This is an optimization exercise on Yosys and OpenROAD, whose aim is small area, a short achievable clock period and few clock cycles, not a production implementation. In this exercise RTL edits were held to simulation tests only and were not proved equivalent to the original.

<file path="design/flow/design.v">
module stepstick_motion (
    input  wire        clk,
    input  wire        rst,           
    input  wire        cmd_valid,
    output wire        cmd_ready,
    input  wire [1:0]  cmd_op,
    input  wire [31:0] cmd_arg,
    output reg         rsp_valid,
    output wire [7:0]  rsp_status,
    output wire [47:0] rsp_data
);
    localparam [1:0] OP_INIT      = 2'd0;
    localparam [1:0] OP_MICROSTEP = 2'd1;
    localparam [1:0] OP_SPEED     = 2'd2;
    localparam [1:0] OP_ANGLE     = 2'd3;
    localparam [22:0] DV1 = 23'd1406250;    
    localparam [22:0] DV2 = 23'd2812500;
    localparam [22:0] DV3 = 23'd4218750;
    localparam [19:0] C7  = 20'd703125;     
    localparam [35:0] KK  = 36'haab2aaab0;
    localparam [1:0] S_FIRST = 2'd0;
    localparam [1:0] S_RUN   = 2'd1;
    localparam [1:0] S_FIN   = 2'd2;
    reg        hs;
    reg [15:0] steps;
    reg [3:0]  ms;
    reg [34:0] cc;
    reg [3:0]  smsb;     
    reg        snz;      
    reg        rdy;
    reg [1:0]  st;
    reg [1:0]  op;
    reg [31:0] mr;       
    reg        ob;       
    reg [35:0] S;        
    reg [35:0] C;        
    reg [1:0]  cy;       
    reg [4:0]  cnt;
    reg [5:0]  ix;       
    reg [1:0]  tp;       
    reg        p;        
    reg [1:0]  dif;      
    reg [2:0]  dpv;      
    reg [1:0]  tpv;      
    reg        pend;     
    reg        s2, s01;  
    assign cmd_ready  = rdy;
    assign rsp_status = {5'd0, s2, s01, s01};
    assign rsp_data   = {13'd0, S[34:0]};
    function [2:0] bdec(input [2:0] b);
        bdec = {b[2], (b[2] & ~b[1] & ~b[0]) | (~b[2] & b[1] & b[0]), b[1] ^ b[0]};
    endfunction
    function [11:0] bdec4(input [8:0] b);
        bdec4 = {bdec(b[8:6]), bdec(b[6:4]), bdec(b[4:2]), bdec(b[2:0])};
    endfunction
    function [37:0] bsel(input [2:0] d, input [34:0] x);
        reg [35:0] mag;
        begin
            mag = d[0] ? {1'b0, x} : (d[1] ? {x, 1'b0} : 36'd0);
            bsel = {d[2], ~d[2], d[2] ? ~mag : mag};
        end
    endfunction
    reg  [11:0] bd;      
    wire [37:0] be0 = bsel(bd[2:0], cc);
    wire [37:0] be1 = bsel(bd[5:3], cc);
    wire [37:0] be2 = bsel(bd[8:6], cc);
    wire [37:0] be3 = bsel(bd[11:9], cc);
    wire [43:0] oa = {8'd0, S};
    wire [43:0] ob_ = {8'd0, C};
    wire [43:0] oc = {7'd0, be0[36:0]};
    wire [43:0] od = {5'd0, be1[36:0], 1'b0, be0[37]};
    wire [43:0] oe = {3'd0, be2[36:0], 1'b0, be1[37], cy};
    wire [43:0] of = {1'b0, be3[36:0], 1'b0, be2[37], 4'd0};
    wire [43:0] sa = oa ^ ob_ ^ oc;
    wire [43:0] ca = {((oa & ob_) | (oa & oc) | (ob_ & oc)), 1'b0};
    wire [43:0] sb = od ^ oe ^ of;
    wire [43:0] cb = {((od & oe) | (od & of) | (oe & of)), 1'b0};
    wire [43:0] sc = sa ^ ca ^ sb;
    wire [43:0] ccv = {((sa & ca) | (sa & sb) | (ca & sb)), 1'b0};
    wire [43:0] s2v = sc ^ ccv ^ cb;
    wire [43:0] c2s = {((sc & ccv) | (sc & cb) | (ccv & cb)), 1'b0};
    wire [9:0]  low = {2'd0, s2v[7:0]} + {2'd0, c2s[7:0]} + {3'd0, be3[37], 6'd0};
    wire [35:0] kc  = KK | {34'd0, cy};
    wire [35:0] fs  = S ^ C ^ kc;
    wire [35:0] fc  = {((S & C) | (S & kc) | (C & kc)), 1'b0};
    wire [35:0] wv  = fs + fc;
    wire        v_ovf = |wv[35:24];
    reg  [5:0]  hr1;
    always @(*) begin
        hr1 = 6'd0;
        case (cmd_arg[31:26])
            6'd0: hr1 = 6'd0;
            6'd1: hr1 = 6'd38;
            6'd2: hr1 = 6'd31;
            6'd3: hr1 = 6'd24;
            6'd4: hr1 = 6'd17;
            6'd5: hr1 = 6'd10;
            6'd6: hr1 = 6'd3;
            6'd7: hr1 = 6'd41;
            6'd8: hr1 = 6'd34;
            6'd9: hr1 = 6'd27;
            6'd10: hr1 = 6'd20;
            6'd11: hr1 = 6'd13;
            6'd12: hr1 = 6'd6;
            6'd13: hr1 = 6'd44;
            6'd14: hr1 = 6'd37;
            6'd15: hr1 = 6'd30;
            6'd16: hr1 = 6'd23;
            6'd17: hr1 = 6'd16;
            6'd18: hr1 = 6'd9;
            6'd19: hr1 = 6'd2;
            6'd20: hr1 = 6'd40;
            6'd21: hr1 = 6'd33;
            6'd22: hr1 = 6'd26;
            6'd23: hr1 = 6'd19;
            6'd24: hr1 = 6'd12;
            6'd25: hr1 = 6'd5;
            6'd26: hr1 = 6'd43;
            6'd27: hr1 = 6'd36;
            6'd28: hr1 = 6'd29;
            6'd29: hr1 = 6'd22;
            6'd30: hr1 = 6'd15;
            6'd31: hr1 = 6'd8;
            6'd32: hr1 = 6'd1;
            6'd33: hr1 = 6'd39;
            6'd34: hr1 = 6'd32;
            6'd35: hr1 = 6'd25;
            6'd36: hr1 = 6'd18;
            6'd37: hr1 = 6'd11;
            6'd38: hr1 = 6'd4;
            6'd39: hr1 = 6'd42;
            6'd40: hr1 = 6'd35;
            6'd41: hr1 = 6'd28;
            6'd42: hr1 = 6'd21;
            6'd43: hr1 = 6'd14;
            6'd44: hr1 = 6'd7;
            6'd45: hr1 = 6'd0;
            6'd46: hr1 = 6'd38;
            6'd47: hr1 = 6'd31;
            6'd48: hr1 = 6'd24;
            6'd49: hr1 = 6'd17;
            6'd50: hr1 = 6'd10;
            6'd51: hr1 = 6'd3;
            6'd52: hr1 = 6'd41;
            6'd53: hr1 = 6'd34;
            6'd54: hr1 = 6'd27;
            6'd55: hr1 = 6'd20;
            6'd56: hr1 = 6'd13;
            6'd57: hr1 = 6'd6;
            6'd58: hr1 = 6'd44;
            6'd59: hr1 = 6'd37;
            6'd60: hr1 = 6'd30;
            6'd61: hr1 = 6'd23;
            6'd62: hr1 = 6'd16;
            6'd63: hr1 = 6'd9;
            default: hr1 = 6'd0;
        endcase
    end
    wire [6:0]  hl  = cmd_arg[25:19];
    wire [5:0]  hr2 = (hl >= 7'd90) ? hl - 7'd90 : (hl >= 7'd45) ? hl - 7'd45 : hl[5:0];
    wire [6:0]  hsum = {1'b0, mr[30:25]} + {1'b0, mr[24:19]};
    wire [5:0]  At0 = (hsum >= 7'd45) ? hsum - 7'd45 : hsum[5:0];
    wire [5:0]  At  = mr[24:19];
    wire [18:0] Al  = mr[18:0];
    wire [7:0]  A3  = {ob, mr[31:25]};
    wire [23:0] q   = {C[35:19], S[35:29]};
    wire [5:0]  Rt  = S[28:23];
    wire [3:0]  Pt  = S[22:19];
    wire [18:0] Ls  = S[18:0];
    wire [18:0] Lc  = C[18:0];
    wire [7:0]  Ut  = tp[1] ? (tp[0] ? A3 : {1'b0, At, 1'b0}) : (tp[0] ? {2'b0, At} : 8'd0);
    wire [8:0]  T9  = {1'b0, Rt, 2'b00} + {3'b0, Pt, 2'b00} + {1'b0, Ut};
    reg  [2:0]  ad;
    reg  [5:0]  atr;
    always @(*) begin
        if      (T9 >= 9'd315) begin ad = 3'd7; atr = T9 - 9'd315; end
        else if (T9 >= 9'd270) begin ad = 3'd6; atr = T9 - 9'd270; end
        else if (T9 >= 9'd225) begin ad = 3'd5; atr = T9 - 9'd225; end
        else if (T9 >= 9'd180) begin ad = 3'd4; atr = T9 - 9'd180; end
        else if (T9 >= 9'd135) begin ad = 3'd3; atr = T9 - 9'd135; end
        else if (T9 >= 9'd90)  begin ad = 3'd2; atr = T9 - 9'd90;  end
        else if (T9 >= 9'd45)  begin ad = 3'd1; atr = T9 - 9'd45;  end
        else                   begin ad = 3'd0; atr = T9[5:0];     end
    end
    wire [22:0] o1  = {2'd0, Ls, 2'b00};
    wire [22:0] o2  = {2'd0, Lc, 2'b00};
    wire [22:0] o3  = tp[1] ? {3'd0, Al, 1'b0} : 23'd0;
    wire [22:0] o4  = tp[0] ? {4'd0, Al} : 23'd0;
    wire [22:0] x1  = o1 ^ o2 ^ o3;
    wire [22:0] y1  = {((o1 & o2) | (o1 & o3) | (o2 & o3)), 1'b0};
    wire [22:0] x2  = x1 ^ y1 ^ o4;
    wire [22:0] y2  = {((x1 & y1) | (x1 & o4) | (y1 & o4)), 1'b0};
    wire [3:0]  ptn = x2[22:19] + y2[22:19];
    wire [23:0] qa  = q + {21'd0, p, 2'b00};
    wire [23:0] qn  = {qa[21:0], ad[1:0]};
    wire [4:0]  dval = {1'b0, dif, 2'b00} + {3'd0, tpv} - {2'd0, dpv};
    wire [1:0]  dupd = pend ? ((dval >= 5'd3) ? 2'd3 : dval[1:0]) : dif;
    reg  [17:0] pg, pp_;
    integer  lv, j;
    always @(*) begin
        pg  = Ls[17:0] & Lc[17:0];
        pp_ = Ls[17:0] ^ Lc[17:0];
        for (lv = 1; lv < 18; lv = lv * 2)
            for (j = 17; j >= lv; j = j - 1) begin
                pg[j]  = pg[j] | (pp_[j] & pg[j - lv]);
                pp_[j] = pp_[j] & pp_[j - lv];
            end
    end
    wire        c18  = pg[17];
    wire [1:0]  u    = {(Ls[18] & Lc[18]) | ((Ls[18] ^ Lc[18]) & c18), Ls[18] ^ Lc[18] ^ c18};
    wire [6:0]  vt   = {1'b0, Rt} + {3'd0, Pt};
    wire        rnd  = (vt >= 7'd23) | ((u != 2'd0) & (vt >= 7'd22)) | ((u == 2'd3) & (vt >= 7'd21));
    wire [23:0] qb   = qa + 24'd1;
    wire        czero = (dupd == {1'b0, rnd});
    function sbit(input [15:0] s, input [5:0] k);
        sbit = k[5] ? 1'b0 : s[k[3:0]];
    endfunction
    wire [4:0]  nb   = {1'b0, smsb} + 5'd9 - {1'b0, ms};      
    wire [5:0]  ix0  = nb[0] ? {2'd0, smsb} - 6'd1 : {2'd0, smsb};
    wire [5:0]  ixn  = (st == S_FIRST) ? ix0 : ix - 6'd2;
    wire [1:0]  tpn  = {sbit(steps, ixn), sbit(steps, ixn - 6'd1)};
    reg  [3:0]  imsb;
    integer i;
    always @(*) begin
        imsb = 4'd0;
        for (i = 0; i < 16; i = i + 1)
            if (mr[i]) imsb = i[3:0];
    end
    wire [73:0] xpp  = {52'd0, C7, 2'b00};
    wire [1:0]  xpr  = xpp[{cnt, 1'b0} +: 2];
    wire [22:0] r4   = {S[20:0], xpr};
    wire [23:0] t1   = {1'b0, r4} - {1'b0, DV1};
    wire [23:0] t2   = {1'b0, r4} - {1'b0, DV2};
    wire [23:0] t3   = {1'b0, r4} - {1'b0, DV3};
    wire [1:0]  dd   = !t3[23] ? 2'd3 : !t2[23] ? 2'd2 : !t1[23] ? 2'd1 : 2'd0;
    wire [20:0] rn   = !t3[23] ? t3[20:0] : !t2[23] ? t2[20:0] : !t1[23] ? t1[20:0] : r4[20:0];
    wire [3:0]  msn  = (op == OP_INIT) ? 4'd8 : mr[3:0];
    wire [15:0] sv   = (op == OP_INIT) ? mr[15:0] : steps;
    always @(posedge clk) begin
        begin
            rsp_valid <= 1'b0;
            if (rdy) begin
                op  <= cmd_op;
                mr  <= (cmd_op == OP_ANGLE) ? {1'b0, hr1, hr2, cmd_arg[18:0]} : cmd_arg;
                ob  <= 1'b0;
                bd  <= bdec4({cmd_arg[7:0], 1'b0});
                S   <= {4'd0, ~cmd_arg[31], {31{cmd_arg[31]}}};
                C   <= 36'd0;
                cy  <= 2'd0;
                st  <= S_FIRST;
                if (cmd_valid) rdy <= 1'b0;
            end else begin
                S <= s2v[43:8];
                C <= c2s[43:8];
                case (op)
                OP_INIT, OP_MICROSTEP: begin
                    if (st == S_FIRST) begin
                        if (op == OP_MICROSTEP && !hs) begin
                            rsp_valid <= 1'b1; s2 <= 1'b0; s01 <= 1'b1; rdy <= 1'b1;
                        end else if (op == OP_MICROSTEP && mr[7:0] > 8'd8) begin
                            rsp_valid <= 1'b1; s2 <= 1'b1; s01 <= 1'b1; rdy <= 1'b1;
                        end else begin
                            if (op == OP_INIT) begin
                                hs    <= 1'b1;
                                steps <= mr[15:0];
                                smsb  <= imsb;
                                snz   <= |mr[15:0];
                            end
                            ms  <= msn;
                            if (msn[0]) begin
                                S   <= {16'd0, sv, 4'd0};
                                cnt <= 5'd17 - {2'd0, msn[3:1]};
                            end else begin
                                S   <= {17'd0, sv, 3'd0};
                                cnt <= 5'd18 - {2'd0, msn[3:1]};
                            end
                            cc <= 35'd0;
                            st <= S_RUN;
                        end
                    end else begin
                        S   <= {15'd0, rn};
                        cc  <= {cc[32:0], dd};
                        cnt <= cnt - 5'd1;
                        if (cnt == 5'd1) begin
                            S <= {1'b0, cc[32:0], dd};
                            rsp_valid <= 1'b1; s2 <= 1'b0; s01 <= 1'b0; rdy <= 1'b1;
                        end
                    end
                end
                OP_SPEED: begin
                    if (st == S_FIRST && !hs) begin
                        rsp_valid <= 1'b1; s2 <= 1'b0; s01 <= 1'b1; rdy <= 1'b1;
                    end else if (st == S_FIN) begin
                        S <= {12'd0, ~wv[23], wv[22:0]};
                        rsp_valid <= 1'b1; s2 <= v_ovf; s01 <= 1'b0; rdy <= 1'b1;
                    end else begin
                        S   <= s2v[43:8];
                        C   <= c2s[43:8];
                        cy  <= low[9:8];
                        mr  <= {8'd0, mr[31:8]};
                        bd  <= bdec4(mr[15:7]);
                        if (st == S_FIRST) begin
                            cnt <= 5'd3;
                            st  <= S_RUN;
                        end else begin
                            cnt <= cnt - 5'd1;
                            if (cnt == 5'd1) st <= S_FIN;
                        end
                    end
                end
                default: begin  
                    if (st == S_FIRST) begin
                        if (!hs) begin
                            rsp_valid <= 1'b1; s2 <= 1'b0; s01 <= 1'b1; rdy <= 1'b1;
                        end else begin
                            {ob, mr[31:25]} <= {2'd0, At0} + {1'b0, At0, 1'b0};
                            mr[24:19] <= At0;
                            S   <= (snz & nb[0]) ? {17'd0, Al} : 36'd0;
                            S[28:23] <= (snz & nb[0]) ? At0 : 6'd0;
                            C   <= 36'd0;
                            p   <= 1'b0;
                            dif <= {1'b0, snz & nb[0]};
                            pend <= 1'b0;
                            ix  <= ixn;
                            tp  <= tpn;
                            cnt <= nb[4:1];
                            st  <= (snz && nb[4:1] != 4'd0) ? S_RUN : S_FIN;
                        end
                    end else if (st == S_RUN) begin
                        S   <= {qn[6:0], atr, ptn, x2[18:0]};
                        C   <= {qn[23:7], y2[18:0]};
                        p   <= ad[2];
                        dif <= dupd;
                        dpv <= ad;
                        tpv <= tp;
                        pend <= 1'b1;
                        ix  <= ixn;
                        tp  <= tpn;
                        cnt <= cnt - 5'd1;
                        if (cnt == 5'd1) st <= S_FIN;
                    end else begin
                        S <= czero ? 36'd0 : {12'd0, rnd ? qb : qa};
                        rsp_valid <= 1'b1; s2 <= 1'b0; s01 <= 1'b0; rdy <= 1'b1;
                    end
                end
                endcase
            end
        end
        if (rst) begin
            rdy       <= 1'b1;
            hs        <= 1'b0;
            rsp_valid <= 1'b0;
        end
    end
endmodule
</file>
<file path="design/flow/run.sh">
#!/bin/bash
# synth_recipe.tcl (not shown) runs the flow's synth.tcl, then flattens the netlist and writes it again
# the make line also repeats each setting of config.mk as NAME=value (left out here)
make -C /OpenROAD-flow-scripts/flow DESIGN_CONFIG=/design/flow/config.mk WORK_HOME=/design/flow/orfs CLKGATE_MAP_FILE= SYNTH_SCRIPT=/design/flow/synth_recipe.tcl finish
</file>
<file path="design/flow/config.mk">
export PLATFORM = sky130hd
export DESIGN_NAME = stepstick_motion
export DESIGN_NICKNAME = stepstick_motion
export VERILOG_FILES = /design/flow/design.v
export SDC_FILE = /design/flow/constraint.sdc
export NUM_CORES = 4
export LEC_CHECK = 0
export CAP_MARGIN = 20
export CORE_MARGIN = 2
export CORE_UTILIZATION = 60
export PLACE_DENSITY = 0.75
export SETUP_SLACK_MARGIN = 2.5
export SLEW_MARGIN = 20
</file>
<file path="design/flow/constraint.sdc">
create_clock -name core_clock -period 7.0 [get_ports {clk}]
set_input_delay 1.4000 -clock core_clock [delete_from_list [all_inputs] [get_ports {clk}]]
set_output_delay 1.4000 -clock core_clock [all_outputs]
set_load 0.01 [all_outputs]
</file>
==> run summary, run 1 <==
H-tree depth=1; DIE AREA=0.0478 mm2; WP data required=7.49 ns; synthesized area=about 0.028 mm2; setup ws final=roughly 2.4 ns; Worst Setup SP=tp[1]; Initial Util=60.8%; fin util=67.0%; post-route minimum period=roughly 4.6 ns; Post-Syn Instances=3271; largest net degree at the start of global routing=62; Final Cycle Share=about two thirds; router iterations before antenna repair=7; first-pass GRT wire length=between 150000 and 200000 um; area delta synth->final=10.2%; Post-Synth Simple-Gate Area=about 14%; post-synthesis mux area share=3.67%; Worst-path clk slew=roughly 0.060 ns; post-route ant nets=0; Syn. warnings=1; status=finished clean; IO Pins=95; top_reg_cell synth=edfxtp_1; gr ovfl total=0; Slew HR=a little under a quarter; worst hold path class=register to register; Filler Cell Count=roughly 3700; layout cells sized above 1=a little under an eighth; Mean Syn Cell Area=8.46 um2; Reg-to-Reg Start=tp[1]; clock sink count=~210; final wirelength=between 100000 and 150000 um; RSZ-0062 raised after global routing=yes; TritonCTS clock tree=yes; drt wl/cell=30.3 um; 1st-iter DRT viols=4438; Fmax=roughly 0.22 GHz; DP HPWL=~86000 um; slew of the pin with the lowest slew margin=1.14 ns; CP Max Fanout=7; Data arrival, critical path=5.08 ns; Nets=~3700; Setup crit end kind=register; synthesis-stage register bit count=a little over 200; initial antenna violation count=3; Fin Setup TNS=0 ns; Final Skew=between 0.02 and 0.03 ns; number of synthesized flops with an enable pin=between 100 and 150; Total GRT Usage=a little under half; Max Root-Sink Buffers=3; setup violators final=0; Die H=219 um; hold path startpoint=ob; Via-to-Cell Ratio=7.14; Seq/Total Area, Yosys=between 10% and 20%; Setup crit start kind=register; most frequent cells in the layout=inv_1 (299), nand2_1 (236), xnor2_1 (200); std cell rows=78; final hold violation count=0; DRC Markers=0; post-synth cell types=98; Max Cap Viol=0; Hold Worst Slack=0.529 ns; GP Congestion=~1.1; WS Path Type=register to register; Synth Area in Adders=~23%; Die Wd=219 um; clk latency of the worst-skew pair=just under 0.6 ns; Synth Area in XOR/XNOR=8.52%; most common cell after layout, fill and taps aside=inv_1; pre-CTS setup slack=approximately 1.6 ns; vias in the first global route=about 26000; fin. max-slew vios=0; root buffer selected by CTS=clkbuf_16; Post-synth ARST share=0%; core area=about 0.045 mm2; post-synthesis compound-gate area fraction=between 20% and 30%; CTS Buf Count=26; largest family of logic cells by synthesized area=adder cells; routed via count=27600; IO Port Bufs=76
[worst max-delay path, cell delays in order (launching register included)]
cell      delay, ns
edfxtp_1       0.54
buf_4          0.18
mux2_2         0.32
a22o_1         0.21
fa_2           0.39
ha_4           0.18
fa_2           0.65
buf_6          0.13
a21oi_2        0.04
o21a_1         0.15
or2_4          0.23
a32o_2         0.24
a221o_1        0.32
a311oi_2       0.34
xor2_1         0.22
a221oi_2       0.08
nor3_1         0.26
[flip-flops by register name, indices dropped and copies added (netlist names), 5 cells and up]
name   count
C         36
S         36
bd        11
cc        35
cnt        5
ix         6
mr        29
steps     16
[stage by stage]
step	instances	instance area (um2)
2_1_floorplan	3288	27700
3_3_place_gp	3735	28300
3_5_place_dp	3736	28300
4_1_cts	3803	29500
5_1_grt	3858	30500
6_report	3859	30500
[cells in the mapped netlist, types with 19 or more instances]
library cell | instances | area share [%]
inv_1 | 299 | 4.1
nand2_1 | 239 | 3.2
xnor2_1 | 207 | 6.6
nor2_1 | 204 | 2.8
o21ai_0 | 198 | 3.6
fa_1 | 197 | 14
a21oi_1 | 193 | 3.5
ha_1 | 188 | 8.5
clkbuf_1 | 177 | 2.4
a22oi_1 | 131 | 3.6
edfxtp_1 | 126 | 14
dfxtp_1 | 80 | 5.8
nor3_1 | 80 | 1.4
and2_1 | 69 | 1.6
buf_4 | 66 | 1.8
nand3_1 | 63 | 1.1
xor2_1 | 62 | 2.0
mux2_2 | 43 | 1.8
a31oi_1 | 37 | 0.84
a21o_1 | 35 | 0.95
a211oi_1 | 29 | 0.79
a221oi_1 | 29 | 0.92
o211ai_1 | 27 | 0.73
and3_1 | 26 | 0.59
mux2i_1 | 26 | 0.94
o22ai_1 | 26 | 0.59
buf_1 | 23 | 0.31
nand4_1 | 23 | 0.52
nor4_1 | 21 | 0.47
o221ai_1 | 20 | 0.63
o31ai_1 | 20 | 0.54
nor2b_1 | 19 | 0.43
or3_1 | 19 | 0.43
[layer usage]
metal | GRT usage, % | part of all wire [%]
met2 | 69.5 | 42
met4 | 33.2 | 9.2
met3 | 15.4 | 15
met5 | 0 | 0.0077
met1 | 59.1 | 34
[worst paths after layout]
check / end / slack [ns] / cells after the start
worst max-delay path: S[27] / 2.42 / 16
worst min-delay path: ob / 0.53 / 2
worst max register to register: S[27] / 2.42 / 16
worst min register to register: ob / 0.53 / 2
[cell families (layout without fill, tap and decap cells)]
kind of cell	count (synthesis)	after routing
AO/OA/AOI/OAI	912	912
flip-flops	206	206
adder cells (fa/ha/maj)	386	386
other	1	19
buffers and inverters	589	557
multiplexers	81	81
XOR/XNOR	269	269
AND/OR/NAND/NOR	827	829
[final cells by class]
class	count	area, um2	area share (%)
Multi-Input combinational cell	2495	20500	67.2
Sequential cell	206	5420	17.8
Timing Repair Buffer	205	1870	6.14
Inverter	304	1150	3.77
Tap cell	600	751	2.46
Clock buffer	36	739	2.43
Clock inverter	12	73.8	0.242
Antenna cell	1	2.50	0.00821
[repair_timing]
action                                  4_1_cts  5_1_grt
hold buffers                                  0        0
resized for setup                            58      115
gates cloned                                  0        4
buffers inserted                             19       50
pin swaps                                    23       44
endpoints found under the setup margin       37       36
Testbench counts, summed over its fixed seeds: cycles 26,747.
==> run 2, diff against run 1 <==
--- a/design/flow/design.v
+++ b/design/flow/design.v
@@ -38,6 +38,7 @@
     reg [4:0]  cnt;
     reg [5:0]  ix;       
     reg [1:0]  tp;       
+    reg [7:0]  Ut;       
     reg        p;        
     reg [1:0]  dif;      
     reg [2:0]  dpv;      
@@ -168,7 +169,10 @@
     wire [3:0]  Pt  = S[22:19];
     wire [18:0] Ls  = S[18:0];
     wire [18:0] Lc  = C[18:0];
-    wire [7:0]  Ut  = tp[1] ? (tp[0] ? A3 : {1'b0, At, 1'b0}) : (tp[0] ? {2'b0, At} : 8'd0);
+    wire [7:0]  A30 = {2'd0, At0} + {1'b0, At0, 1'b0};
+    wire [5:0]  Atx = (st == S_FIRST) ? At0 : At;
+    wire [7:0]  A3x = (st == S_FIRST) ? A30 : A3;
+    wire [7:0]  Utn = tpn[1] ? (tpn[0] ? A3x : {1'b0, Atx, 1'b0}) : (tpn[0] ? {2'b0, Atx} : 8'd0);
     wire [8:0]  T9  = {1'b0, Rt, 2'b00} + {3'b0, Pt, 2'b00} + {1'b0, Ut};
     reg  [2:0]  ad;
     reg  [5:0]  atr;
@@ -313,7 +317,7 @@
                         if (!hs) begin
                             rsp_valid <= 1'b1; s2 <= 1'b0; s01 <= 1'b1; rdy <= 1'b1;
                         end else begin
-                            {ob, mr[31:25]} <= {2'd0, At0} + {1'b0, At0, 1'b0};
+                            {ob, mr[31:25]} <= A30;
                             mr[24:19] <= At0;
                             S   <= (snz & nb[0]) ? {17'd0, Al} : 36'd0;
                             S[28:23] <= (snz & nb[0]) ? At0 : 6'd0;
@@ -323,6 +327,7 @@
                             pend <= 1'b0;
                             ix  <= ixn;
                             tp  <= tpn;
+                            Ut  <= Utn;
                             cnt <= nb[4:1];
                             st  <= (snz && nb[4:1] != 4'd0) ? S_RUN : S_FIN;
                         end
@@ -336,6 +341,7 @@
                         pend <= 1'b1;
                         ix  <= ixn;
                         tp  <= tpn;
+                        Ut  <= Utn;
                         cnt <= cnt - 5'd1;
                         if (cnt == 5'd1) st <= S_FIN;
                     end else begin
--- a/design/flow/config.mk
+++ b/design/flow/config.mk
@@ -7,7 +7,8 @@
 export LEC_CHECK = 0
 export CAP_MARGIN = 20
 export CORE_MARGIN = 2
-export CORE_UTILIZATION = 60
-export PLACE_DENSITY = 0.75
+export CORE_UTILIZATION = 50
+export PLACE_DENSITY = 0.7
 export SETUP_SLACK_MARGIN = 2.5
 export SLEW_MARGIN = 20
+export TNS_END_PERCENT = 5
==> run 2 against run 1 <==
  * Core utilization down 11 points
  * Critical path type unchanged
  * Wire length up 0.11%
  * First-iteration DRC count down 32%
  * Fmax down 0.39%
  * Hold slack worse by 0.0040 ns
  * Non-clock buffer count down 2
  * Design area up 0.50%
  * Highest routed layer is now met4
  * Worst setup slack worse by 0.018 ns
==> run summary, run 2 <==
Reg-to-Reg Start=S[2]; TritonCTS clock tree=yes; Setup crit start kind=register; Via-to-Cell Ratio=roughly 6.7; DP Area=roughly 0.029 mm2; Hold Path Sink=ob; FF-to-FF path depth=23; layout cells sized above 1=a little over a tenth; WS Path Type=register to register; Initial Util=~50%; clk latency of the worst-skew pair=0.61 ns; final hold violation count=0; 1st-iter DRT viols=~3000; Synth area leader=edfxtp_1; non-filler cells, final=roughly 3900; Setup crit end kind=register; Data arrival, critical path=roughly 5 ns; top_reg_cell synth=edfxtp_1; number of synthesized flops with an enable pin=about 130; vias in the first global route=around 25000; Syn. warnings=1; Cells after DPL=~3800; initial antenna violation count=3; Post-synth ARST share=0%; Die Wd=~240 um; std cell rows=between 80 and 90; GP Congestion=between 1 and 1.5; post-route minimum period=4.60 ns; post-route ant nets=0; clock sink count=between 200 and 250; largest registers=C (36), S (36), cc (35); fin. max-slew vios=0; Final Skew=about 0.019 ns; Max Root-Sink Buffers=3; Worst Setup SP=S[2]; Post-Syn Instances=3209; synth top area cells=edfxtp_1 (15%), fa_1 (14%), ha_1 (8.5%); status=finished clean; IO Pins=95; hold path startpoint=ob; most common cell in the netlist=inv_1; IO Port Bufs=76; Post-synth top cells=inv_1 (292), nand2_1 (223), o21ai_0 (204); post-synth cell types=85; H-tree depth=1; reg-to-reg endpoint=S[5]; final wirelength=around 120000 um; most frequent cells in the layout=inv_1 (290), nand2_1 (221), o21ai_0 (199); hold path cells=2; DP HPWL=90100 um; synthesis-stage register bit count=between 200 and 250; Design Area, Final=between 0.03 and 0.04 mm2; setup violators final=0; router iterations before antenna repair=6; WP data required=7.41 ns; Seq/Total Area, Yosys=between 20% and 30%; most common cell after layout, fill and taps aside=inv_1; Slew HR=between 10% and 20%; routed via count=about 26000; core area=roughly 0.055 mm2; Hold Worst Slack=between 0.5 and 0.6 ns; Fin Setup TNS=0 ns; largest net degree at the start of global routing=59; root buffer selected by CTS=clkbuf_16; Worst-path clk slew=approximately 0.070 ns; Fmax=~0.22 GHz; area delta synth->final=10.9%; Max Cap Viol=0; synthesized area=0.0276 mm2; DIE AREA=0.0572 mm2; DRC Markers=0; worst hold path class=register to register; Mean Syn Cell Area=8.61 um2; RSZ-0062 raised after global routing=yes; Nets=3608; Total GRT Usage=40.5%; CTS Buf Count=29; Die H=between 200 and 250 um; first-pass GRT wire length=170000 um; Yosys top cell area share=~15%; slew of the pin with the lowest slew margin=1.23 ns; Final Cycle Share=~66%; setup slack, reg-to-reg=between 2 and 2.5 ns; drt wl/cell=approximately 30 um; gr ovfl total=0; CP Max Fanout=8
-- run 2: cell types whose count changed after synthesis, moves of 9 or more --
cell | before | now
nor2_1 | 204 | 170
mux2i_1 | 26 | 53
nor3_1 | 80 | 58
xor2_1 | 62 | 80
nand2_1 | 239 | 223
nand2b_1 | 11 | 27
nand3_1 | 63 | 50
a211oi_1 | 29 | 40
nor2b_1 | 19 | 29
a31oi_1 | 37 | 28
-- run 2: through the flow --
stage	setup slack [ns]	utilization, %
after global routing	2.26	55.8
after global placement	1.20	52.3
after CTS	2.45	55.2
after floorplan	2.60	-
final	2.40	55.8
after detailed placement	1.21	52.3
-- run 2: cells by family after synthesis --
group / share of synthesized area, %
simple gates: 13.6
xor+xnor: 8.94
mux: 4.32
fa+ha+maj: 22.8
flops: 20.4
compound gates: 21.3
other cells: 0.0136
buf+inv: 8.67
-- run 2: worst max path at each step --
| stage | end | slack (ns) | cells after the start |
|---|---|---|---|
| final | S[5] | 2.40 | 23 |
| after global routing | S[5] | 2.26 | 23 |
| after CTS | Ut[5] | 2.45 | 19 |
| after detailed placement | S[7] | 1.21 | 22 |
| after global placement | S[7] | 1.20 | 22 |
| after floorplan | cy[0] | 2.60 | 16 |
-- run 2: final cells by class --
type / count / area, um2
Fill cell: 5005 / 24200
Multi-Input combinational cell: 2440 / 20000
Sequential cell: 214 / 5650
Timing Repair Buffer: 203 / 1920
Inverter: 298 / 1120
Tap cell: 704 / 881
Clock buffer: 35 / 810
Clock inverter: 19 / 220
Antenna cell: 2 / 5.00
-- run 2: what timing repair did --
item | CTS | global route
gates resized for setup | 65 | 41
gates cloned | 4 | 1
setup buffers | 26 | 22
pin swaps | 19 | 39
endpoints found under the setup margin | 42 | 37
hold buffers | 0 | 0
-- run 2: critical path, cell delays in order (launching register included) --
cell and delay, ns:
dfxtp_2 0.33, buf_8 0.13, ha_4 0.16, fa_2 0.32, a31oi_1 0.17, o21bai_1 0.11, a21oi_2 0.17, o21ai_2 0.10
a31oi_1 0.22, o21ai_1 0.09, nand3_1 0.12, a21oi_2 0.09, nor2_4 0.18, fa_2 0.45, a21oi_2 0.13, o21ai_2 0.07
o211ai_1 0.09, nand4_1 0.14, buf_6 0.16, or2_4 0.30, nor3b_2 0.22, o22ai_2 0.13, xnor2_2 0.32, o211ai_1 0.21
-- run 2: metal layers --
layer / vias up / wire [um] / GRT usage (%)
met3: 408 / 12200 / 9.18
met1: 12800 / 44300 / 51.1
met2: 1710 / 51400 / 62.1
met5: - / 0 / 0
li1: 11200 / - / -
met4: 0 / 9210 / 27.0
Testbench counts of run 2, summed over its fixed seeds: cycles 26,747.
==> run 3, diff against run 2 <==
--- a/design/flow/design.v
+++ b/design/flow/design.v
@@ -34,7 +34,8 @@
     reg        ob;       
     reg [35:0] S;        
     reg [35:0] C;        
-    reg [1:0]  cy;       
+    reg [7:0]  lS, lC;   
+    reg        ln;       
     reg [4:0]  cnt;
     reg [5:0]  ix;       
     reg [1:0]  tp;       
@@ -66,26 +67,29 @@
     wire [37:0] be1 = bsel(bd[5:3], cc);
     wire [37:0] be2 = bsel(bd[8:6], cc);
     wire [37:0] be3 = bsel(bd[11:9], cc);
+    wire [9:0]  low = {2'd0, lS} + {2'd0, lC} + {3'd0, ln, 6'd0};
+    wire        cya = low[9] | low[8];      
+    wire        cyb = low[9];
     wire [43:0] oa = {8'd0, S};
     wire [43:0] ob_ = {8'd0, C};
     wire [43:0] oc = {7'd0, be0[36:0]};
     wire [43:0] od = {5'd0, be1[36:0], 1'b0, be0[37]};
-    wire [43:0] oe = {3'd0, be2[36:0], 1'b0, be1[37], cy};
+    wire [43:0] oe = {3'd0, be2[36:0], 1'b0, be1[37], 2'b00};
     wire [43:0] of = {1'b0, be3[36:0], 1'b0, be2[37], 4'd0};
     wire [43:0] sa = oa ^ ob_ ^ oc;
     wire [43:0] ca = {((oa & ob_) | (oa & oc) | (ob_ & oc)), 1'b0};
     wire [43:0] sb = od ^ oe ^ of;
-    wire [43:0] cb = {((od & oe) | (od & of) | (oe & of)), 1'b0};
+    wire [43:0] cb = {((od & oe) | (od & of) | (oe & of)), cyb};
     wire [43:0] sc = sa ^ ca ^ sb;
-    wire [43:0] ccv = {((sa & ca) | (sa & sb) | (ca & sb)), 1'b0};
+    wire [43:0] ccv = {((sa & ca) | (sa & sb) | (ca & sb)), cya};
     wire [43:0] s2v = sc ^ ccv ^ cb;
     wire [43:0] c2s = {((sc & ccv) | (sc & cb) | (ccv & cb)), 1'b0};
-    wire [9:0]  low = {2'd0, s2v[7:0]} + {2'd0, c2s[7:0]} + {3'd0, be3[37], 6'd0};
-    wire [35:0] kc  = KK | {34'd0, cy};
-    wire [35:0] fs  = S ^ C ^ kc;
-    wire [35:0] fc  = {((S & C) | (S & kc) | (C & kc)), 1'b0};
-    wire [35:0] wv  = fs + fc;
-    wire        v_ovf = |wv[35:24];
+    wire [35:0] fs  = S ^ C ^ KK;
+    wire [35:0] fc  = {((S & C) | (S & KK) | (C & KK)), cyb};
+    wire [24:0] wlo = {1'b0, fs[23:0]} + {1'b0, fc[23:0]} + {24'd0, cya};
+    wire [11:0] fsh = fs[35:24];
+    wire [11:0] fch = fc[35:24];
+    wire        v_ovf = ((fsh ^ fch) != {fsh[10:0] | fch[10:0], wlo[24]});
     reg  [5:0]  hr1;
     always @(*) begin
         hr1 = 6'd0;
@@ -250,7 +254,9 @@
                 bd  <= bdec4({cmd_arg[7:0], 1'b0});
                 S   <= {4'd0, ~cmd_arg[31], {31{cmd_arg[31]}}};
                 C   <= 36'd0;
-                cy  <= 2'd0;
+                lS  <= 8'd0;
+                lC  <= 8'd0;
+                ln  <= 1'b0;
                 st  <= S_FIRST;
                 if (cmd_valid) rdy <= 1'b0;
             end else begin
@@ -295,12 +301,14 @@
                     if (st == S_FIRST && !hs) begin
                         rsp_valid <= 1'b1; s2 <= 1'b0; s01 <= 1'b1; rdy <= 1'b1;
                     end else if (st == S_FIN) begin
-                        S <= {12'd0, ~wv[23], wv[22:0]};
+                        S <= {12'd0, ~wlo[23], wlo[22:0]};
                         rsp_valid <= 1'b1; s2 <= v_ovf; s01 <= 1'b0; rdy <= 1'b1;
                     end else begin
                         S   <= s2v[43:8];
                         C   <= c2s[43:8];
-                        cy  <= low[9:8];
+                        lS  <= s2v[7:0];
+                        lC  <= c2s[7:0];
+                        ln  <= be3[37];
                         mr  <= {8'd0, mr[31:8]};
                         bd  <= bdec4(mr[15:7]);
                         if (st == S_FIRST) begin
--- a/design/flow/config.mk
+++ b/design/flow/config.mk
@@ -5,10 +5,10 @@
 export SDC_FILE = /design/flow/constraint.sdc
 export NUM_CORES = 4
 export LEC_CHECK = 0
+export ABC_AREA = 1
 export CAP_MARGIN = 20
 export CORE_MARGIN = 2
 export CORE_UTILIZATION = 50
 export PLACE_DENSITY = 0.7
-export SETUP_SLACK_MARGIN = 2.5
+export SETUP_SLACK_MARGIN = 3.0
 export SLEW_MARGIN = 20
-export TNS_END_PERCENT = 5
==> run 3 against run 2 <==
  * Sequential share of layout area up 0.095 points
  * Clock skew up 0.015 ns
  * Core utilization up 0.90 points
  * Global-route usage down 3.8 points
  * Flip-flop and latch count up 13
  * Register-to-register slack better by 0.35 ns
  * Design area up 4.2%
  * Fmax up 8.2%
  * Non-clock buffer count down 30
==> run summary, run 3 <==
status=finished clean; number of synthesized flops with an enable pin=~130; CTS Buf Count=30; Synth area leader=edfxtp_1; Total GRT Usage=36.7%; final hold violation count=0; initial antenna violation count=0; synthesis-stage register bit count=roughly 230; clock sink count=227; area delta synth->final=12.5%; RSZ-0062 raised after global routing=yes; first-pass GRT wire length=about 170000 um; Max Root-Sink Buffers=3; top_reg_cell synth=edfxtp_1; Syn. warnings=1; Post-Syn Instances=3919; Post-synth ARST share=0%; Setup crit start kind=register; Cells after DPL=~4600; router iterations before antenna repair=7; TritonCTS clock tree=yes; worst hold path class=register to register; fin util=a little under three fifths; most common cell after layout, fill and taps aside=nand2_1; synth top area cells=edfxtp_1 (14%), fa_1 (14%), nand2_1 (11%); IO Pins=95; setup violators final=0; Data arrival, critical path=4.79 ns; most common cell in the netlist=nand2_1; H-tree depth=1; ANT cells=0; Final Skew=around 0.034 ns; final wirelength=111000 um; Hold Worst Slack=roughly 0.47 ns; most frequent cells in the layout=nand2_1 (777), inv_1 (542), nor2_1 (276); core area=0.0563 mm2; slew of the pin with the lowest slew margin=between 1 and 1.5 ns; largest net degree at the start of global routing=60; Slew HR=between 20 and 30%; Max Cap Viol=0; FF-to-FF path depth=23; Setup crit end kind=register; non-filler cells, final=approximately 4700; post-synth cell types=70; routed via count=approximately 29000; vias in the first global route=approximately 27000; DRC Markers=0; synthesized area=roughly 0.028 mm2; layout cells sized above 1=9.12%; Via-to-Cell Ratio=between 6 and 7; Nets=between 4000 and 5000; post-route ant nets=0; std cell rows=87; CTS Hold Bufs=0; WP data required=7.54 ns; IO Port Bufs=76; Yosys top cell area share=between 10% and 20%; Final Cycle Share=roughly three fifths; Fin Setup TNS=0 ns; DIE AREA=slightly below 0.06 mm2; Worst-path clk slew=0.07 ns; CP Max Fanout=8; drt wl/cell=between 20 and 25 um; largest registers=C (36), S (36), cc (35); Mean Syn Cell Area=just over 7 um2; Seq/Total Area, Yosys=20.7%; WS Path Type=register to register; Die H=242 um; gr ovfl total=0; Initial Util=approximately 50%; hold path cells=2; Post-synth top cells=nand2_1 (802), inv_1 (557), o21ai_0 (297); Die Wd=~240 um; clk latency of the worst-skew pair=between 0.6 and 0.7 ns; post-route minimum period=about 4.3 ns; 1st-iter DRT viols=approximately 4000; Fmax=between 0.2 and 0.25 GHz; DP HPWL=between 80000 and 90000 um; root buffer selected by CTS=clkbuf_16; GP Congestion=between 1 and 1.5; fin. max-slew vios=0
-- run 3: what timing repair did --
action,in CTS,in global routing
pin swaps,59,59
setup endpoints to repair,58,39
cloned,0,0
buffers inserted,21,26
resized for setup,146,114
-- run 3: layout make-up --
type	instances	area, um2
well taps	756	946
flip-flops and latches	227	5920
fillers	5368	24300
inverters	617	2350
clock buffers	33	783
clock inverters	23	345
repair buffers	173	1610
multi-input cells	2886	20000
-- run 3: metrics by stage --
stage / setup WS (ns) / area [um2]
after detailed placement: 2.06 / 29500
after global routing: 2.55 / 31900
after CTS: 2.67 / 31300
final: 2.75 / 31900
after global placement: 2.07 / 29500
after floorplan: 3.18 / 28500
-- run 3: kinds of logic (layout without fill, tap and decap cells) --
| group | Yosys count | count (layout) | synth area share [%] |
|---|---|---|---|
| and+or+nand+nor | 1414 | 1414 | 20.8 |
| AOI/OAI and AO/OA | 842 | 842 | 17.3 |
| buffers and inverters | 823 | 846 | 11.9 |
| adders and majority gates | 388 | 388 | 22.3 |
| DFF | 227 | 227 | 20.7 |
| xor gates and xnor gates | 221 | 221 | 6.87 |
| muxes | 3 | 3 | 0.110 |
| other | 1 | 18 | 0.0132 |
-- run 3: critical path: stages, from the launching register on --
cell and delay [ns]:
dfxtp_1 0.73, ha_1 0.30, inv_1 0.06, fa_1 0.37, o21ai_2 0.12, a31oi_2 0.15
nor2_1 0.15, o211ai_1 0.10, o211ai_1 0.11, fa_1 0.48, nor3_2 0.17, o21ai_1 0.07
nand2_1 0.06, nand2_1 0.06, nand2_2 0.13, nand2_8 0.11, buf_6 0.16, buf_12 0.14
xor2_4 0.16, o21ai_2 0.14, nand2_1 0.07, a21oi_1 0.17, o21ai_1 0.09, nand2_1 0.08
-- run 3: path summary, 6_finish.rpt --
kind,from,end,slack (ns)
worst max-delay path,S[6],S[0],2.75
worst min-delay path,lS[1],lS[1],0.47
worst max register to register,S[6],S[0],2.75
worst min register to register,lS[1],lS[1],0.47
-- run 3: metal layers --
metal / vias to the layer above / GRT usage (%) / share of wire [%]
met2: 2047 / 55.0 / 42
met1: 13400 / 49.0 / 38
met4: 0 / 15.3 / 5.4
met3: 360 / 11.5 / 14
li1: 12900 / - / -
met5: - / 0 / 0
Testbench counts of run 3, summed over its fixed seeds: cycles 26,747.
==> run 4, diff against run 3 <==
--- a/design/flow/config.mk
+++ b/design/flow/config.mk
@@ -6,9 +6,9 @@
 export NUM_CORES = 4
 export LEC_CHECK = 0
 export ABC_AREA = 1
-export CAP_MARGIN = 20
+export CAP_MARGIN = 30
 export CORE_MARGIN = 2
 export CORE_UTILIZATION = 50
 export PLACE_DENSITY = 0.7
-export SETUP_SLACK_MARGIN = 3.0
-export SLEW_MARGIN = 20
+export SETUP_SLACK_MARGIN = 2.5
+export SLEW_MARGIN = 30
==> run 4 against run 3 <==
  * Die area did not move
  * Fmax fell by 2.4%
  * Synthesized area did not move
  * Synthesized cell count did not move
==> run summary, run 4 <==
DIE AREA=between 0.05 and 0.06 mm2; setup violators final=0; worst hold path class=register to register; Setup crit start kind=register; Total GRT Usage=between 30% and 40%; Fmax=0.229 GHz; Post-Syn Instances=~3900; Design Area, Final=between 0.03 and 0.04 mm2; post-route ant nets=0; post-route minimum period=between 4 and 5 ns; hold path startpoint=ob; Via-to-Cell Ratio=slightly above 6; root buffer selected by CTS=clkbuf_16; CTS Buf Count=29; RSZ-0062 raised after global routing=yes; status=finished clean; core area=roughly 0.056 mm2; Data arrival, critical path=4.85 ns; router iterations before antenna repair=6; Fin Setup TNS=0 ns; most common cell in the netlist=nand2_1; DP Area=0.0295 mm2; WS Path Type=register to register; Multi-input gate area=~0.019 mm2; Hold Worst Slack=0.468 ns; Setup crit end kind=register; synthesis-stage register bit count=about 230; clock sink count=~230; fin. max-slew vios=0; most common cell after layout, fill and taps aside=nand2_1; IO Pins=95; most frequent cells in the layout=nand2_1 (794), inv_1 (551), o21ai_0 (286); routed via count=~29000; post-synth cell types=70; gr ovfl total=0; Worst Setup SP=bd[3]; initial antenna violation count=1; drt wl/cell=around 23 um; Filler Cell Count=roughly 5400; synth top area cells=edfxtp_1 (14%), fa_1 (14%), nand2_1 (11%); Seq/Total Area, Yosys=between 20% and 30%; top_reg_cell synth=edfxtp_1; Post-synth top cells=nand2_1 (802), inv_1 (557), o21ai_0 (297); slew of the pin with the lowest slew margin=1.05 ns; first-pass GRT wire length=163000 um; Yosys top cell area share=14.2%; 1st-iter DRT viols=4213; Syn. warnings=1; Mean Syn Cell Area=7.24 um2; Max Root-Sink Buffers=3; final wirelength=109000 um; Final Cycle Share=~62%; WP data required=between 7 and 8 ns; area delta synth->final=9.05%; final hold violation count=0; Slew HR=between 20 and 30%; number of synthesized flops with an enable pin=around 130; CP Max Fanout=35; largest registers=C (36), S (36), cc (35); Reg-to-Reg Start=bd[3]; vias in the first global route=about 26000; Reg area=0.00591 mm2; largest net degree at the start of global routing=60; Max Cap Viol=0; Nets=around 4300; Worst-path clk slew=approximately 0.06 ns; GP Congestion=1.06; Post-synth ARST share=0%; DP HPWL=between 80000 and 90000 um; CTS Hold Bufs=0; H-tree depth=1; clk latency of the worst-skew pair=approximately 0.60 ns; Die Wd=roughly 240 um; std cell rows=87; IO Port Bufs=76; Synth area leader=edfxtp_1; TritonCTS clock tree=yes; synthesized area=between 0.02 and 0.03 mm2; Die H=242 um; Final Skew=0.0158 ns; DRC Markers=0; layout cells sized above 1=under 10%; ANT cells=0; Initial Util=around half
run 4: path summary, 6_finish.rpt:
| kind | to | slack (ns) | cells after the start |
|---|---|---|---|
| max | S[25] | 2.64 | 14 |
| min | ob | 0.47 | 2 |
| max reg2reg | S[25] | 2.64 | 14 |
| min reg2reg | ob | 0.47 | 2 |
run 4: metal layers:
layer / global-route usage [%] / vias to the layer above / part of all wire, %
met5: 0 / - / 0.011
li1: - / 12800 / -
met2: 53.6 / 2042 / 42
met3: 11.0 / 360 / 14
met1: 48.5 / 13300 / 39
met4: 15.9 / 2 / 5.2
run 4: kinds of logic after synthesis:
logic type | synth area share [%]
AND/OR/NAND/NOR | 20.8
flip-flops | 20.7
buffers and inverters | 11.9
other | 0.0132
multiplexers | 0.110
XOR/XNOR | 6.87
AO/OA/AOI/OAI | 17.3
adder cells (fa/ha/maj) | 22.3
run 4: cell type report:
type,instances,area share [%]
inverter,617,7.56
multi-input combinational,2886,62.8
tap,756,3.06
clock buffer,30,2.36
timing repair buffer,142,4.15
sequential,227,19.1
clock inverter,22,0.966
run 4: what timing repair did:
action,CTS,global route
resized for setup,23,69
pin swaps,4,17
endpoints found under the setup margin,35,36
buffers inserted,4,12
run 4: critical path, stage by stage, from the launching register on:
cell and delay (ns):
edfxtp_1 0.39, clkinv_1 0.06, buf_4 0.47, nand2_4 0.36, buf_4 0.36, o22ai_1 0.17
xor2_1 0.24, fa_1 0.45, fa_1 0.47, fa_1 0.63, o21ai_0 0.13, a311oi_1 0.24
o21ai_0 0.14, inv_1 0.07, nand2_1 0.04
run 4: metrics by stage:
step                      worst slack, ns  std cells  util (%)
final                                2.64       4680      55.0
after global routing                 2.45       4680      55.0
after detailed placement             2.07       4612      52.5
after floorplan                      3.18       3936         -
after CTS                            2.48       4668      54.5
after global placement               2.07       4611      52.4
==> run 5, diff against run 4 <==
--- a/design/flow/config.mk
+++ b/design/flow/config.mk
@@ -10,5 +10,5 @@
 export CORE_MARGIN = 2
 export CORE_UTILIZATION = 50
 export PLACE_DENSITY = 0.7
-export SETUP_SLACK_MARGIN = 2.5
+export SETUP_SLACK_MARGIN = 3.5
 export SLEW_MARGIN = 30
==> run 5 against run 4 <==
  * Still clean on timing, DRC and antenna
  * Via count grew 4.0%
  * Worst setup slack gained 0.027 ns
  * Clock skew shrank 0.0020 ns
  * Synthesized area is the same
  * Die area is the same
==> run summary, run 5 <==
Seq/Total Area, Yosys=between 20% and 30%; final hold violation count=0; CP peak stage delay=about 0.55 ns; 1st-iter DRT viols=around 4400; Slew HR=approximately a quarter; worst hold path class=register to register; number of synthesized flops with an enable pin=about 130; Post-synth top cells=nand2_1 (802), inv_1 (557), o21ai_0 (297); clk latency of the worst-skew pair=approximately 0.60 ns; Die H=approximately 240 um; Initial Util=50.4%; top_reg_cell synth=edfxtp_1; setup violators final=0; CP Max Fanout=8; slew of the pin with the lowest slew margin=1.10 ns; Nets=approximately 4400; Synth area leader=edfxtp_1; std cell rows=87; IO Pins=95; Yosys top cell area share=between 10 and 15%; Syn. warnings=1; Max Cap Viol=0; Data arrival, critical path=roughly 4.8 ns; Post-Syn Instances=about 3900; Design Area, Final=between 0.03 and 0.04 mm2; IO Port Bufs=76; CTS Buf Count=29; most common cell in the netlist=nand2_1; RSZ-0062 raised after global routing=yes; Fin Setup TNS=0 ns; gr ovfl total=0; DP HPWL=84300 um; DP Area=roughly 0.030 mm2; post-route ant nets=0; Die Wd=242 um; largest net degree at the start of global routing=slightly above 60; Final Skew=0.0138 ns; synthesis-stage register bit count=between 200 and 250; DRC Markers=0; H-tree depth=1; initial antenna violation count=1; fin. max-slew vios=0; most common cell after layout, fill and taps aside=nand2_1; layout cells sized above 1=between 10% and 20%; Setup crit start kind=register; router iterations before antenna repair=8; Fmax=between 0.2 and 0.25 GHz; slowest stage cell, crit path=fa_1; most used cell, CP=nand2_1; post-route minimum period=about 4.3 ns; WP data required=~7.5 ns; clock sink count=227; most frequent cells in the layout=nand2_1 (753), inv_1 (538), nor2_1 (271); area delta synth->final=15.6%; core area=0.0563 mm2; Mean Syn Cell Area=between 7 and 8 um2; Via-to-Cell Ratio=6.21; GP Congestion=approximately 1; status=finished clean; post-synth cell types=70; Cells after DPL=4611; drt wl/cell=around 25 um; Final Cycle Share=a little over 60%; Post-synth ARST share=0%; Max Root-Sink Buffers=3; non-filler cells, final=4774; root buffer selected by CTS=clkbuf_16; DIE AREA=roughly 0.06 mm2; Worst-path clk slew=~0.06 ns; vias in the first global route=about 28000; Setup crit end kind=register; WS Path Type=register to register; first-pass GRT wire length=174000 um; TritonCTS clock tree=yes; Total GRT Usage=38.8%; Hold Worst Slack=around 0.48 ns; largest registers=C (36), S (36), cc (35); synth top area cells=edfxtp_1 (14%), fa_1 (14%), nand2_1 (11%); final wirelength=roughly 120000 um; routed via count=slightly below 30000; synthesized area=around 0.028 mm2
run 5: cell counts after synthesis:
No cell type changed its count.
run 5: logic make-up after synthesis:
| logic type | after synthesis | synth area share, % |
|---|---|---|
| compound gates | 842 | 17.3 |
| xor+xnor | 221 | 6.87 |
| fa+ha+maj | 388 | 22.3 |
| buf+inv | 823 | 11.9 |
| flops | 227 | 20.7 |
| mux | 3 | 0.110 |
| other cells | 1 | 0.0132 |
| simple gates | 1414 | 20.8 |
run 5: path summary, 6_finish.rpt:
kind	start	cells after the start	slack, ns	end
worst max-delay path	S[0]	27	2.67	S[19]
worst min register to register	lC[3]	2	0.48	lC[3]
worst min-delay path	lC[3]	2	0.48	lC[3]
worst max register to register	S[0]	27	2.67	S[19]
run 5: worst max-delay path: cells and delay by family (launching register included):
| kind | cells | cell delay [ns] |
|---|---|---|
| flops | 1 | 0.36 |
| simple gates | 14 | 1.35 |
| buf+inv | 2 | 0.25 |
| compound gates | 8 | 1.20 |
| fa+ha+maj | 3 | 1.04 |
run 5: routing by layer:
metal,routed length (um),track usage [%]
met3,17400,13.7
met4,8100,20.5
met5,16,0
met1,43300,50.5
met2,48500,56.5
run 5: final cells by class:
type | count | area, um2
Antenna cell | 2 | 5.00
Clock buffer | 32 | 737
Clock inverter | 20 | 183
Fill cell | 5158 | 23500
Inverter | 617 | 2380
Multi-Input combinational cell | 2886 | 20300
Sequential cell | 227 | 5920
Tap cell | 756 | 946
Timing Repair Buffer | 233 | 2370
Timing Repair inverter | 1 | 7.51
run 5: what timing repair did:
action / CTS / global route
pin swaps: 74 / 77
hold buffers: 0 / 0
setup endpoints to repair: 95 / 79
gates resized for setup: 222 / 133
setup buffers: 66 / 35
cloned: 8 / 0
run 5: per-stage QoR:
stage                     util [%]  setup slack (ns)
after floorplan                  -              3.41
after global placement        52.7              2.36
after detailed placement      52.7              2.29
after CTS                     57.1              2.75
after global routing          58.3              2.49
final                         58.3              2.67
==> run 6, diff against run 5 <==
--- a/design/flow/design.v
+++ b/design/flow/design.v
@@ -172,7 +172,6 @@
     wire [5:0]  Rt  = S[28:23];
     wire [3:0]  Pt  = S[22:19];
     wire [18:0] Ls  = S[18:0];
-    wire [18:0] Lc  = C[18:0];
     wire [7:0]  A30 = {2'd0, At0} + {1'b0, At0, 1'b0};
     wire [5:0]  Atx = (st == S_FIRST) ? At0 : At;
     wire [7:0]  A3x = (st == S_FIRST) ? A30 : A3;
@@ -190,32 +189,14 @@
         else if (T9 >= 9'd45)  begin ad = 3'd1; atr = T9 - 9'd45;  end
         else                   begin ad = 3'd0; atr = T9[5:0];     end
     end
-    wire [22:0] o1  = {2'd0, Ls, 2'b00};
-    wire [22:0] o2  = {2'd0, Lc, 2'b00};
-    wire [22:0] o3  = tp[1] ? {3'd0, Al, 1'b0} : 23'd0;
-    wire [22:0] o4  = tp[0] ? {4'd0, Al} : 23'd0;
-    wire [22:0] x1  = o1 ^ o2 ^ o3;
-    wire [22:0] y1  = {((o1 & o2) | (o1 & o3) | (o2 & o3)), 1'b0};
-    wire [22:0] x2  = x1 ^ y1 ^ o4;
-    wire [22:0] y2  = {((x1 & y1) | (x1 & o4) | (y1 & o4)), 1'b0};
-    wire [3:0]  ptn = x2[22:19] + y2[22:19];
+    wire [21:0] lsum = {1'b0, Ls, 2'b00} + (tp[1] ? {2'd0, Al, 1'b0} : 22'd0)
+                     + (tp[0] ? {3'd0, Al} : 22'd0);
+    wire [3:0]  ptn = {1'b0, lsum[21:19]};
     wire [23:0] qa  = q + {21'd0, p, 2'b00};
     wire [23:0] qn  = {qa[21:0], ad[1:0]};
     wire [4:0]  dval = {1'b0, dif, 2'b00} + {3'd0, tpv} - {2'd0, dpv};
     wire [1:0]  dupd = pend ? ((dval >= 5'd3) ? 2'd3 : dval[1:0]) : dif;
-    reg  [17:0] pg, pp_;
-    integer  lv, j;
-    always @(*) begin
-        pg  = Ls[17:0] & Lc[17:0];
-        pp_ = Ls[17:0] ^ Lc[17:0];
-        for (lv = 1; lv < 18; lv = lv * 2)
-            for (j = 17; j >= lv; j = j - 1) begin
-                pg[j]  = pg[j] | (pp_[j] & pg[j - lv]);
-                pp_[j] = pp_[j] & pp_[j - lv];
-            end
-    end
-    wire        c18  = pg[17];
-    wire [1:0]  u    = {(Ls[18] & Lc[18]) | ((Ls[18] ^ Lc[18]) & c18), Ls[18] ^ Lc[18] ^ c18};
+    wire [1:0]  u    = {1'b0, Ls[18]};
     wire [6:0]  vt   = {1'b0, Rt} + {3'd0, Pt};
     wire        rnd  = (vt >= 7'd23) | ((u != 2'd0) & (vt >= 7'd22)) | ((u == 2'd3) & (vt >= 7'd21));
     wire [23:0] qb   = qa + 24'd1;
@@ -340,8 +321,8 @@
                             st  <= (snz && nb[4:1] != 4'd0) ? S_RUN : S_FIN;
                         end
                     end else if (st == S_RUN) begin
-                        S   <= {qn[6:0], atr, ptn, x2[18:0]};
-                        C   <= {qn[23:7], y2[18:0]};
+                        S   <= {qn[6:0], atr, ptn, lsum[18:0]};
+                        C   <= {qn[23:7], 19'd0};
                         p   <= ad[2];
                         dif <= dupd;
                         dpv <= ad;
--- a/design/flow/config.mk
+++ b/design/flow/config.mk
@@ -10,5 +10,5 @@
 export CORE_MARGIN = 2
 export CORE_UTILIZATION = 50
 export PLACE_DENSITY = 0.7
-export SETUP_SLACK_MARGIN = 3.5
+export SETUP_SLACK_MARGIN = 2.5
 export SLEW_MARGIN = 30
==> run 6 against run 5 <==
  * Core utilization fell by 3.7 points
  * Design area decreased by 5.8%
  * Wire length decreased by 3.9%
  * Clock skew rose by 0.019 ns
  * Global-route usage decreased by 1.7 points
  * Clock-buffer cell count increased by 4
  * Register-to-register slack got worse by 0.04 ns
  * Non-clock buffer count shrank 105
  * Sequential share of layout area increased by 1.0 points
  * Highest routed layer unchanged
==> run summary, run 6 <==
status=finished clean; H-tree depth=1; CP Max Fanout=35; Seq/Total Area, Yosys=between 20% and 30%; TritonCTS clock tree=yes; Initial Util=about half; slowest stage cell, crit path=fa_1; clock sink count=around 230; largest net degree at the start of global routing=57; synthesis-stage register bit count=roughly 230; vias in the first global route=between 20000 and 30000; IO Port Bufs=76; RSZ-0062 raised after global routing=yes; Final Skew=about 0.033 ns; CTS Hold Bufs=0; final hold violation count=0; gr ovfl total=0; fin. max-slew vios=0; DIE AREA=between 0.05 and 0.06 mm2; Final Cycle Share=a little over three fifths; pre-CTS setup slack=between 2 and 3 ns; 1st-iter DRT viols=3507; crit path buf inv count=4; Max Cap Viol=0; Setup crit start kind=register; Crit path max-delay family=adder cells; DRC Markers=0; number of synthesized flops with an enable pin=134; first-pass GRT wire length=around 170000 um; slew of the pin with the lowest slew margin=0.963 ns; clk latency of the worst-skew pair=0.62 ns; Max Root-Sink Buffers=3; Post-Syn Instances=around 4000; setup violators final=0; Die Wd=between 200 and 250 um; router iterations before antenna repair=6; WP data required=7.47 ns; Total GRT Usage=a little under two fifths; initial antenna violation count=1; most used cell, CP=fa_1; post-route ant nets=0; Post-synth top cells=nand2_1 (803), inv_1 (600), nor2_1 (308); Data arrival, critical path=just under 5 ns; area delta synth->final=7.47%; Fmax=around 0.23 GHz; top_reg_cell synth=edfxtp_1; most common cell after layout, fill and taps aside=nand2_1; std cell rows=between 80 and 90; most frequent cells in the layout=nand2_1 (799), inv_1 (597), nor2_1 (302); worst hold path class=register to register; Post-synth ARST share=0%; DP HPWL=approximately 86000 um; ANT cells=0; Via-to-Cell Ratio=approximately 6; synth top area cells=edfxtp_1 (14%), fa_1 (12%), nand2_1 (10%); largest registers=C (36), S (36), cc (35); routed via count=between 20000 and 30000; layout cells sized above 1=roughly 5.1%; Nets=about 4400; Yosys top cell area share=about 14%; drt wl/cell=roughly 24 um; Syn. warnings=1; setup ws final=2.63 ns; Slew HR=35.2%; Die H=around 240 um; most common cell in the netlist=nand2_1; IO Pins=95; post-route minimum period=~4.4 ns; synthesized area=0.0288 mm2; Setup crit end kind=register; GP Congestion=around 1.0; final wirelength=between 100000 and 150000 um; post-synth cell types=just over 70; crit-path cells=clkinv_1, buf_6, nand2_2, buf_4, o22ai_1, xor2_1, fa_1, fa_1, inv_1, fa_1, a22oi_1, o211ai_1, nand2_1, nand3_1, nor2_1, nor2_1; root buffer selected by CTS=clkbuf_16; Fin Setup TNS=0 ns; WS Path Type=register to register; CTS Buf Count=29; CP peak stage delay=just over 0.6 ns; Worst-path clk slew=~0.070 ns; Synth area leader=edfxtp_1; core area=0.0566 mm2; Mean Syn Cell Area=slightly above 7 um2
-- run 6: cell type report --
type	instances	area, um2
flip-flops and latches	227	5890
fillers	5577	25700
inverters	669	2520
well taps	756	946
clock buffers	36	762
repair buffers	128	1190
multi-input cells	2944	19400
clock inverters	17	176
-- run 6: metrics by stage --
| stage | instances | utilization (%) | hold WS [ns] | area [um2] |
|---|---|---|---|---|
| global route | 4777 | 54.6 | 0.499 | 30900 |
| detailed placement | 4720 | 52.7 | 0.465 | 29800 |
| CTS | 4773 | 54.4 | 0.480 | 30800 |
| global placement | 4718 | 52.7 | 0.467 | 29800 |
| finish | 4777 | 54.6 | 0.475 | 30900 |
| floorplan | 4054 | - | 0.424 | 28800 |
-- run 6: logic make-up after synthesis --
group,Yosys count,synth area share (%)
multiplexers,1,0.0348
AND/OR/NAND/NOR,1439,21.1
buffers and inverters,883,12.6
flip-flops,227,20.5
adder cells (fa/ha/maj),373,20.6
AO/OA/AOI/OAI,877,17.9
other,1,0.0130
XOR/XNOR,236,7.26
-- run 6: layer usage --
metal | GRT usage [%] | routed length [um]
met1 | 48.7 | 43900
met2 | 54.8 | 47000
met3 | 9.45 | 13200
met4 | 23.0 | 8590
met5 | 0 | 13
-- run 6: path summary, 6_finish.rpt --
kind	slack, ns	to	start	depth (start not counted)
worst max-delay path	2.63	S[11]	bd[9]	16
worst min-delay path	0.48	lC[2]	lC[2]	2
worst max register to register	2.63	S[11]	bd[9]	16
worst min register to register	0.48	lC[2]	lC[2]	2
-- run 6: worst register-to-register path: stages (launching register included) --
cell	delay [ns]
edfxtp_1	0.43
clkinv_1	0.08
buf_6	0.34
nand2_2	0.30
buf_4	0.34
o22ai_1	0.20
xor2_1	0.20
fa_1	0.46
fa_1	0.49
inv_1	0.07
fa_1	0.63
a22oi_1	0.11
o211ai_1	0.11
nand2_1	0.08
nand3_1	0.09
nor2_1	0.05
nor2_1	0.26
-- run 6: timing repair --
action,in CTS,in global routing
setup endpoints to repair,1,15
gates cloned,0,0
buffers inserted,0,3
pin swaps,0,5
gates resized for setup,1,20
Testbench counts of run 6, summed over its fixed seeds: cycles 26,747.

separate check: timing with driven ports:
In the flow no input, the clock included, has a driving cell. The finished layouts below were timed again as built, in two steps. Step 1: set_driving_cell puts a clkbuf_16 on clk and a buf_2 on each other input, an assumption about the parent block. Step 2, shift: input delay + t, output delay - t, t = (earliest + latest rising clock arrival at the registers) / 2. This alone moves slack from input paths to output paths. a / b / c = ideal ports / drivers / drivers and shift; a / b = the first two.
run | t, ns | slack for setup (ns) | latest minus earliest clock arrival (ns)
run 1 | 0.643 | 2.416 / 2.416 / 2.416 | 0.030 / 0.030
run 2 | 0.661 | 2.398 / 2.398 / 2.257 | 0.019 / 0.019
run 3 | 0.657 | 2.745 / 2.745 / 2.745 | 0.035 / 0.035
run 4 | 0.644 | 2.642 / 2.642 / 2.642 | 0.016 / 0.016
run 5 | 0.647 | 2.669 / 2.669 / 2.669 | 0.014 / 0.015
run 6 | 0.661 | 2.629 / 2.629 / 2.562 | 0.033 / 0.033
After both steps every run listed still meets setup and hold. For run 2, which loses most, drivers alone change the setup slack by 0.000 ns; drivers and shift together by -0.141 ns.
